Source: an optimization exercise on an open RTL-to-GDS flow (aim: small area and few clock cycles). Production flows keep margins and buffers that such runs may drop. Function was checked by simulation only, so behaviour that the tests miss may differ from the original. Power and IR drop assume default switching activity.

## job 105
==> flow/design.v (excerpt) <==
module lmac_core (
    input  wire       clk,
    input  wire       rst,
    input  wire       rx_valid,
    input  wire [7:0] rx_data,
    output wire       rx_ready,
    input  wire       cmd_valid,
    input  wire [3:0] cmd_op,
    input  wire [7:0] cmd_data,
    input  wire [1:0] cmd_flags,
    output wire       cmd_ready,
    output wire       rsp_valid,
    output wire [3:0] rsp_status,
    output wire       tx_valid,
    output wire [7:0] tx_data,
    input  wire       tx_ready,
    output wire       pay_valid,
    output wire [7:0] pay_data,
    output wire       err_valid,
    output wire [3:0] err_code
);
    localparam integer CAP  = 128;
    localparam integer MAXP = CAP - 5;
    localparam integer N    = 128;    
    localparam integer RA   = 4;      
    localparam integer QD   = 4;      
    localparam integer QB   = 2;      
    localparam integer QE   = 2;      
    localparam integer EB   = 1;      
    localparam [3:0] OP_INIT    = 4'h0;
    localparam [3:0] OP_DEINIT  = 4'h1;
    localparam [3:0] OP_WRITE   = 4'h4;
    localparam [3:0] OP_SETDEST = 4'h5;
    function [6:0] inc_m(input [6:0] x);
        inc_m = x + 7'd1;
    endfunction
    function [6:0] sub_m(input [6:0] a, input [6:0] b);
        sub_m = a - b;
    endfunction
    reg       initialized;
    reg       err_en;
    reg [6:0] self7;       
    reg [6:0] dest7;       
    reg [8*N-1:0] ring;    
    reg [6:0]     cs;      
    wire [6:0]    cs1 = inc_m(cs);
    wire [6:0]    rs  = cs + RA;                
    wire [7:0]    ring_tap = ring[8*(N-1-RA) +: 8];
    reg       ring_we;
    reg [7:0] ring_wd;
    always @(posedge clk) begin
        ring <= {ring[8*(N-1)-1:0], ring_we ? ring_wd : ring[8*(N-1) +: 8]};
        cs   <= rst ? 7'd0 : cs1;
    end
  ...
Size in the first run: about 2300 cells after synthesis, ~57 I/O pins.
clock: 8.0 ns
lec_check: 0
cap_margin: 20
core_margin: 2
core_utilization: 60
cts_buf_list: sky130_fd_sc_hd__clkbuf_16
cts_cluster_diameter: 90
cts_cluster_size: 25
place_density: 0.75
slew_margin: 20
run.sh (not shown) runs the stock make flow with config.mk's settings and CLKGATE_MAP_FILE= SYNTH_SCRIPT=/design/flow/synth_recipe.tcl, a recipe that flattens the netlist after the stock synthesis.
Job 105 finished end to end and its layout was clean on timing, DRC and antenna.
Testbench counts of job 105, summed over its fixed seeds: cycles 27,617.
## Diff of input files: job 103 against job 105
--- a/flow/design.v
+++ b/flow/design.v
@@ -95,34 +95,35 @@
     wire rx_may_push = initialized && (rx_ovf || is_end);
     reg wr_act;            
     assign rx_ready = !wr_act && (!rx_need_wr || wr_ok) &&
                       (!rx_may_push || !(sq_full || eq_full));
     wire rx_fire = rx_valid && rx_ready;
     wire [6:0] f_lo = (ck_lo == 7'h7F) ? 7'h00 : ck_lo;
     wire [6:0] f_hi = (ck_hi == 7'h7F) ? 7'h00 : ck_hi;
     wire       rx_ck_ok = (d1 == {1'b0, f_lo}) && (d2 == {1'b0, f_hi});
     wire [6:0] ck_lo_n = ck_lo + d2[6:0];
     wire [6:0] ck_hi_n = ck_hi + ck_lo_n;
+    reg [7:0] wr_rem;      
     reg       wr_bad;
     reg       wr_writes;   
     reg [1:0] tf_cnt;
     reg [2:0] ph_cnt;         
     reg [1:0] tx_done;        
     reg       st_v;           
     reg [2:0] st_s;
     reg [2:0] st_after;       
     localparam [2:0] T_IDLE = 3'd0, T_H1 = 3'd1, T_PAY = 3'd2, T_CKH = 3'd3,
                      T_CKL = 3'd4, T_END = 3'd5;
     reg [2:0] tph;
     wire need_dest = (tph == T_IDLE) ? (tf_cnt != 2'd0) : tf_cnt[1];   
     wire tx_gap_ok = (tf_cnt == 2'd0) || (sub_m(cs, wp) >= 7'd5);
-    wire wr_last = (rx_len == 8'd1);
+    wire wr_last = (wr_rem == 8'd1);
     wire st_due    = st_v && (st_after == 3'd0);
     wire slot_free = !st_v || st_due;
     reg  first_ok;
     always @(*) begin
         first_ok = !rx_valid && (slot_free || (cmd_op == OP_WRITE && cmd_data != 8'd0));
         case (cmd_op)
             OP_WRITE:
                 if (tf_cnt == 2'd3 || sq_full) first_ok = 1'b0;
             OP_INIT, OP_DEINIT:
                 if (tf_cnt != 2'd0) first_ok = 1'b0;
@@ -263,38 +264,39 @@
                             rx_len      <= 8'd0;
                             cur_act     <= 1'b0;
                             err_en      <= 1'b0;
                             initialized <= 1'b0;
                         end
                         OP_SETDEST: begin
                             if (cmd_data > 8'h7E) rpush_v = 3'd3;
                             else dest7 <= cmd_data[6:0];
                         end
                         OP_WRITE: begin
-                            rx_len    <= cmd_data;
+                            rx_len    <= 8'd0;
                             cur_act   <= 1'b0;
+                            wr_rem    <= cmd_data;
                             wr_bad    <= 1'b0;
                             wr_writes <= (cmd_data <= MAXP);
                             if (cmd_data != 8'd0) begin
                                 wr_act <= 1'b1;
                                 rpush  = 1'b0;
                             end else if (dest7 == 7'h7F) rpush_v = 3'd3;
                             else begin
                                 rpush_v = 3'd7;
                                 tpush = 1'b1;
                                 spush = 1'b1; spush_k = 1'b1; spush_a = wp; spush_b = wp;
                             end
                         end
                         default: ;
                     endcase
                 end else begin
-                    rx_len <= rx_len - 8'd1;
+                    wr_rem <= wr_rem - 8'd1;
                     if (cmd_data >= 8'h7F) wr_bad <= 1'b1;
                     if (wr_last) begin
                         wr_act  <= 1'b0;
                         cur_act <= 1'b0;
                         rpush = 1'b1;
                         if (dest7 == 7'h7F) rpush_v = 3'd3;
                         else if (!wr_writes) rpush_v = 3'd4;
                         else if (wr_bad || cmd_data >= 8'h7F) rpush_v = 3'd5;
                         else begin
                             rpush_v = 3'd7;
==> comparison <==
Per the final summary, job 103 finished and its layout is clean on timing, DRC and antenna.
Compared with job 105, in job 103 worst setup slack after layout now smaller; post-layout total power now larger; number of fill cells now larger; sequential cell count now larger; clock-pin slew on the worst setup and hold paths now larger.
Comparing job 105 and job 103, the higher inserted tap cell count is on job 103.
Final critical delay including setup and external delays, job 105 and job 103: higher on job 103
Relative to job 105, the routed wire length measured on job 103 has increased by a few percent.
Between job 105 and job 103, the flow reports number of clock buffers in the layout decreasing by a few percent.
Minimum hold slack: job 103 higher than job 105
Comparing job 103 against job 105, there is no change at all in number of endpoints failing setup at the final stage.
Testbench counts of job 103, summed over its fixed seeds: cycles 27,617.

[separate check: timing with driven ports]
The results above use ideal ports. As a check the final layouts listed here were re-extracted and re-timed, cells and wires unchanged. Step 1 sets driving cells, clkbuf_16 on the clock port and buf_2 on the other inputs (assumed; they add their load-dependent delay and slew). Step 2 times the ports against the registers' clock, not the clock port: input delays grow and output delays shrink by t, the midpoint of the rising clock arrivals with the driver on. Three values: no drivers, after step 1, after step 2; two values: the first two.
run | t, ns | setup WS [ns] | worst hold slack (ns) | worst setup path at the end
job 105 | 0.700 | 0.854 / 0.794 / 1.494 | 0.311 / 0.311 / 0.311 | register to output
job 103 | 0.690 | 0.426 / 0.369 / 1.058 | 0.319 / 0.319 / 0.319 | register to output
After both steps every run listed still meets setup and hold.
